Background: an optimization exercise with open tools, aiming at small area, a short achievable clock period and few clock cycles per item. Do not read the settings as production practice. In this exercise RTL edits were held to simulation tests only and were not proved equivalent to the original. The clock port is modelled as an ideal driver; clocking choices that lean on that would not hold on a real chip.

==> inputs of run a <==
## cvt_pair
module cvt_pair (
    input  wire        clk,
    input  wire        rst,
    input  wire        in_valid,
    output wire        in_ready,
    input  wire [7:0]  in_y0,
    input  wire [7:0]  in_y1,
    input  wire [7:0]  in_cb_a,
    input  wire [7:0]  in_cr_a,
    input  wire [7:0]  in_cb_b,
    input  wire [7:0]  in_cr_b,
    input  wire        in_interp,
    output wire        out_valid,
    output wire [31:0] out_r0,
    output wire [31:0] out_g0,
    output wire [31:0] out_b0,
    output wire [31:0] out_r1,
    output wire [31:0] out_g1,
    output wire [31:0] out_b1,
    output wire [23:0] out_rgb0_u8,    
    output wire [23:0] out_rgb1_u8
);
export LEC_CHECK = 0
export ABC_AREA = 1
export CAP_MARGIN = 20
export CORE_MARGIN = 2
export CORE_UTILIZATION = 60
export CTS_CLUSTER_DIAMETER = 70
export CTS_CLUSTER_SIZE = 30
export PLACE_DENSITY = 0.7
export SLEW_MARGIN = 70
create_clock -name core_clock -period 17.0 [get_ports {clk}]
standard.sh (not shown) runs the stock make flow with config.mk's settings and CLKGATE_MAP_FILE= SYNTH_SCRIPT=/design/flow/synth_recipe.tcl, a recipe that flattens the netlist after the stock synthesis.
==> flow/flow/run.sh <==
#!/bin/bash
# The standard layout, with two changes:
#  - the port buffers are buf_2 cells instead of the buffer buffer_ports picks
#    by default (a slow delay cell);
#  - after clock-tree synthesis, the registers that drive the output-port
#    buffers are given drive strength 2 (same cell type), then the placement is
#    legalised again, before routing.
# Each step's full output goes to its own log file in this folder.
set -euo pipefail
export BUFFER_PORTS_ARGS="-buffer_cell sky130_fd_sc_hd__buf_2"
bash standard.sh cts > standard_cts.log 2>&1
openroad -no_init -exit flow/upsize_out.tcl > upsize_out.log 2>&1
bash standard.sh finish > standard_finish.log 2>&1
==> flow/flow/upsize_out.tcl <==
# Give the registers that drive output-port buffers drive strength 2.
set odb_file orfs/results/sky130hd/cvt_pair/base/4_cts.odb
read_db $odb_file
set db [ord::get_db]
set block [ord::get_db_block]
set m2 [$db findMaster sky130_fd_sc_hd__dfxtp_2]
set n 0
foreach bt [$block getBTerms] {
  if {[$bt getIoType] != "OUTPUT"} { continue }
  set net [$bt getNet]
  if {$net == "NULL"} { continue }
  set buf ""
  foreach it [$net getITerms] { if {[$it isOutputSignal]} { set buf [$it getInst] } }
  if {$buf == ""} { continue }
  set n2 ""
  foreach it [$buf getITerms] { if {[$it isInputSignal]} { set n2 [$it getNet] } }
  if {$n2 == "" || $n2 == "NULL"} { continue }
  foreach it [$n2 getITerms] {
    if {[$it isOutputSignal]} {
      set drv [$it getInst]
      if {[[$drv getMaster] getName] == "sky130_fd_sc_hd__dfxtp_1"} {
        $drv swapMaster $m2
        incr n
      }
    }
  }
}
puts "upsized $n output registers"
detailed_placement
check_placement -verbose
write_db $odb_file
==> inputs of run b, as changes to run a <==
--- a/flow/design.v
+++ b/flow/design.v
@@ -1244,36 +1244,34 @@
           ({36{hl[15]}} & 36'hFEE91EB94);
     wire [35:0] dd = {28'd0, ~{~d[7], d[6:0]}} << 1;
     assign ps = th ^ tl ^ dd;
     assign pc = {(th[34:0] & tl[34:0]) | (th[34:0] & dd[34:0]) | (tl[34:0] & dd[34:0]), 1'b0};
 endmodule
 module cvt_g_err (
     input  wire [7:0]         y8,
-    input  wire [11:0]        ngu_hi,
-    input  wire               c24,
-    input  wire [10:0]        ngu_lo,
+    input  wire signed [35:0] ngu,
     output wire [11:0]        w
 );
-    wire [11:0] dh = {3'b000, y8, 1'b0} + ngu_hi + {11'd0, c24};   
+    wire [11:0] dh = {3'b000, y8, 1'b0} + ngu[35:24];   
     wire [9:0]  a  = dh[11] ? ~dh[9:0] : dh[9:0];        
     wire [10:0] m;
     genvar i;
     generate
         for (i = 0; i < 10; i = i + 1) begin : msk
             assign m[i] = |a[9:i];
         end
     endgenerate
     assign m[10] = 1'b0;
     wire [10:0] top = m & ~{1'b0, m[10:1]};              
     wire [10:0] nxt = {top[9:0], 1'b0};                  
-    wire        g   = |(top & ngu_lo);
-    wire        lsb = |(nxt & ngu_lo);
-    wire        st  = |({1'b0, m[10:1]} & ngu_lo);
+    wire        g   = |(top & ngu[10:0]);
+    wire        lsb = |(nxt & ngu[10:0]);
+    wire        st  = |({1'b0, m[10:1]} & ngu[10:0]);
     wire        up  = g & (st | lsb);
-    assign w = {up, (m & ~ngu_lo) | (~m & {11{~up}})};
+    assign w = {up, (m & ~ngu[10:0]) | (~m & {11{~up}})};
 endmodule
 module cvt_lzc (
     input  wire signed [35:0] x,
     output wire               low,      
     output wire               high,     
     output reg  [5:0]         lz        
 );
@@ -1421,46 +1419,40 @@
         d_bu_1 <= d_bu;
     end
     wire [35:0] prv_s, prv_c, pbu_s, pbu_c, ngu_s, ngu_c, ngv_s, ngv_c;
     cvt_prod_rv p_rv (.c(cr_1), .d(d_rv_1), .ps(prv_s), .pc(prv_c));
     cvt_prod_bu p_bu (.c(cb_1), .d(d_bu_1), .ps(pbu_s), .pc(pbu_c));
     cvt_prod_gu p_gu (.c(~cbn_1), .d(d_gu_1), .ps(ngu_s), .pc(ngu_c));
     cvt_prod_gv p_gv (.c(~crn_1), .d(d_gv_1), .ps(ngv_s), .pc(ngv_c));
-    wire [24:0] ngu_l = {1'b0, ngu_s[23:0]} + {1'b0, ngu_c[23:0]};
-    wire [11:0] ngu_h = ngu_s[35:24] + ngu_c[35:24];
+    wire [35:0] ngu = ngu_s + ngu_c;
     wire [35:0] k_s = ngu_s ^ ngu_c ^ ngv_s;
     wire [35:0] k_c = {(ngu_s[34:0] & ngu_c[34:0]) | (ngu_s[34:0] & ngv_s[34:0]) | (ngu_c[34:0] & ngv_s[34:0]), 1'b0};
     wire [35:0] nuv_k = 36'hFFFFFF801;    
     wire [35:0] l_s = k_s ^ k_c ^ ngv_c;
     wire [35:0] l_c = {(k_s[34:0] & k_c[34:0]) | (k_s[34:0] & ngv_c[34:0]) | (k_c[34:0] & ngv_c[34:0]), 1'b0};
     wire [35:0] nuv_s = l_s ^ l_c ^ nuv_k;
     wire [35:0] nuv_c = {(l_s[34:0] & l_c[34:0]) | (l_s[34:0] & nuv_k[34:0]) | (l_c[34:0] & nuv_k[34:0]), 1'b0};
     reg [7:0]  y0_2, y1_2;
-    reg [35:0] prv_s2, prv_c2, pbu_s2, pbu_c2, nuv_s2, nuv_c2;
-    reg [11:0] ngu_h2;
-    reg        c24_2;
-    reg [10:0] ngu_l2;
+    reg [35:0] prv_s2, prv_c2, pbu_s2, pbu_c2, ngu_2, nuv_s2, nuv_c2;
     always @(posedge clk) begin
         y0_2   <= y0_1;
         y1_2   <= y1_1;
         prv_s2 <= prv_s;
         prv_c2 <= prv_c;
         pbu_s2 <= pbu_s;
         pbu_c2 <= pbu_c;
-        ngu_h2 <= ngu_h;
-        c24_2  <= ngu_l[24];
-        ngu_l2 <= ngu_l[10:0];
+        ngu_2  <= ngu;
         nuv_s2 <= nuv_s;
         nuv_c2 <= nuv_c;
     end
     wire [35:0] yf0_2 = {3'b000, y0_2, 25'd0};
     wire [35:0] yf1_2 = {3'b000, y1_2, 25'd0};
     wire [11:0] w0, w1;
-    cvt_g_err ge0 (.y8(y0_2), .ngu_hi(ngu_h2), .c24(c24_2), .ngu_lo(ngu_l2), .w(w0));
-    cvt_g_err ge1 (.y8(y1_2), .ngu_hi(ngu_h2), .c24(c24_2), .ngu_lo(ngu_l2), .w(w1));
+    cvt_g_err ge0 (.y8(y0_2), .ngu(ngu_2), .w(w0));
+    cvt_g_err ge1 (.y8(y1_2), .ngu(ngu_2), .w(w1));
     wire [35:0] prv, pbu;
     cvt_add #(36) a_prv (.a(prv_s2), .b(prv_c2), .ci(1'b0), .s(prv));
     cvt_add #(36) a_pbu (.a(pbu_s2), .b(pbu_c2), .ci(1'b0), .s(pbu));
     wire [35:0] u0_s = yf0_2 ^ nuv_s2 ^ nuv_c2;
     wire [35:0] u0_c = {(yf0_2[34:0] & nuv_s2[34:0]) | (yf0_2[34:0] & nuv_c2[34:0]) | (nuv_s2[34:0] & nuv_c2[34:0]), 1'b0};
     wire [35:0] u1_s = yf1_2 ^ nuv_s2 ^ nuv_c2;
     wire [35:0] u1_c = {(yf1_2[34:0] & nuv_s2[34:0]) | (yf1_2[34:0] & nuv_c2[34:0]) | (nuv_s2[34:0] & nuv_c2[34:0]), 1'b0};
==> flow/flow/run.sh (replaced) <==
#!/bin/bash
# The standard layout, with the port buffers made from buf_2 cells instead of
# the buffer buffer_ports picks by default (a slow delay cell).
# standard.sh's full output goes to standard.log in this folder.
set -euo pipefail
export BUFFER_PORTS_ARGS="-buffer_cell sky130_fd_sc_hd__buf_2"
bash standard.sh finish > standard.log 2>&1
- CORE_UTILIZATION: 60 -> 70
- CTS_CLUSTER_DIAMETER: 70 -> default
- CTS_CLUSTER_SIZE: 30 -> default
- PLACE_DENSITY: 0.7 -> 0.8
- SLEW_MARGIN: 70 -> 60
removed: flow/flow/upsize_out.tcl
==> results.toml <==
[global_route]
track_usage_pct = 29.6
grt.met2_usage_pct = 50.9

[layout]
multi_input_area_share_pct = 53.3
area_delta_synth_final_pct = 9.48

[timing]
fmax_mhz = 218

[logic_synthesis]
ys_seq_elements = 1116
synth_simple_gate_area_share_pct = 19.5

[critical_path]
regToRegStartpoint = "cbn_1[3]"
crit_path_cell_trace = "buf_2"

[routing]
met3WireLength_um = 9290
drt_wl_total_um = 175000

[outcome]
status = "timing/DRC/antenna clean"
(the above is from run a)
==> results.toml <==
[outcome]
status = "timing/DRC/antenna clean"

[critical_path]
crit_path_cell_trace = "inv_1, nor2_1, inv_1, nor2_1, nor2_1, nand4_1, fa_1, ha_1, nand2_1, o21ai_0, nand3_1, nand2_1, nand2_1, o311ai_0, inv_1, o21ai_0, a31oi_1, o31ai_1, and2_1, o22ai_1"
regToRegStartpoint = "cbn_1[7]"
crit_path_end = "ngu_2[33]"

[global_route]
track_usage_pct = 37.5
grt.met2_usage_pct = 62.9

[layout]
area_delta_synth_final_pct = 8.57
multi_input_area_share_pct = 53.6

[logic_synthesis]
synth_simple_gate_area_share_pct = 19.9
syn-cell-area_sq_um = 67900

[timing]
fmax_mhz = 210

[routing]
met3WireLength_um = 16100
drt_wl_total_um = 193000

[power]
(the above is from run b)
Testbench counts of run a, summed over its fixed seeds: cycles 16,056, items 16,000.
Testbench counts of run b, summed over its fixed seeds: cycles 16,056, items 16,000.

-- static timing again, ports no longer ideal --
In the flow no input, the clock included, has a driving cell. The finished layouts below were timed again as built, in two steps.
Step 1: set_driving_cell puts a clkbuf_16 on clk and a buf_2 on each other input, an assumption about the parent block.
Step 2 moves the port delays by t, midway between the first and last clock arrival at a register: inputs arrive t later, outputs are due t later. That takes back most of the time a late clock gives input paths.
Slacks: no drivers / after step 1 / after step 2; pairs: no drivers / after step 1.
run	t, ns	slack for setup (ns)	worst setup path after step 2
run a	0.762	12.421 / 12.343 / 11.891	input to register
run b	0.766	12.228 / 12.228 / 11.925	input to register
After both steps setup and hold are still met in every run listed. The setup slack of run a, which loses most, moves by -0.078 ns with the drivers and by -0.530 ns with both steps.
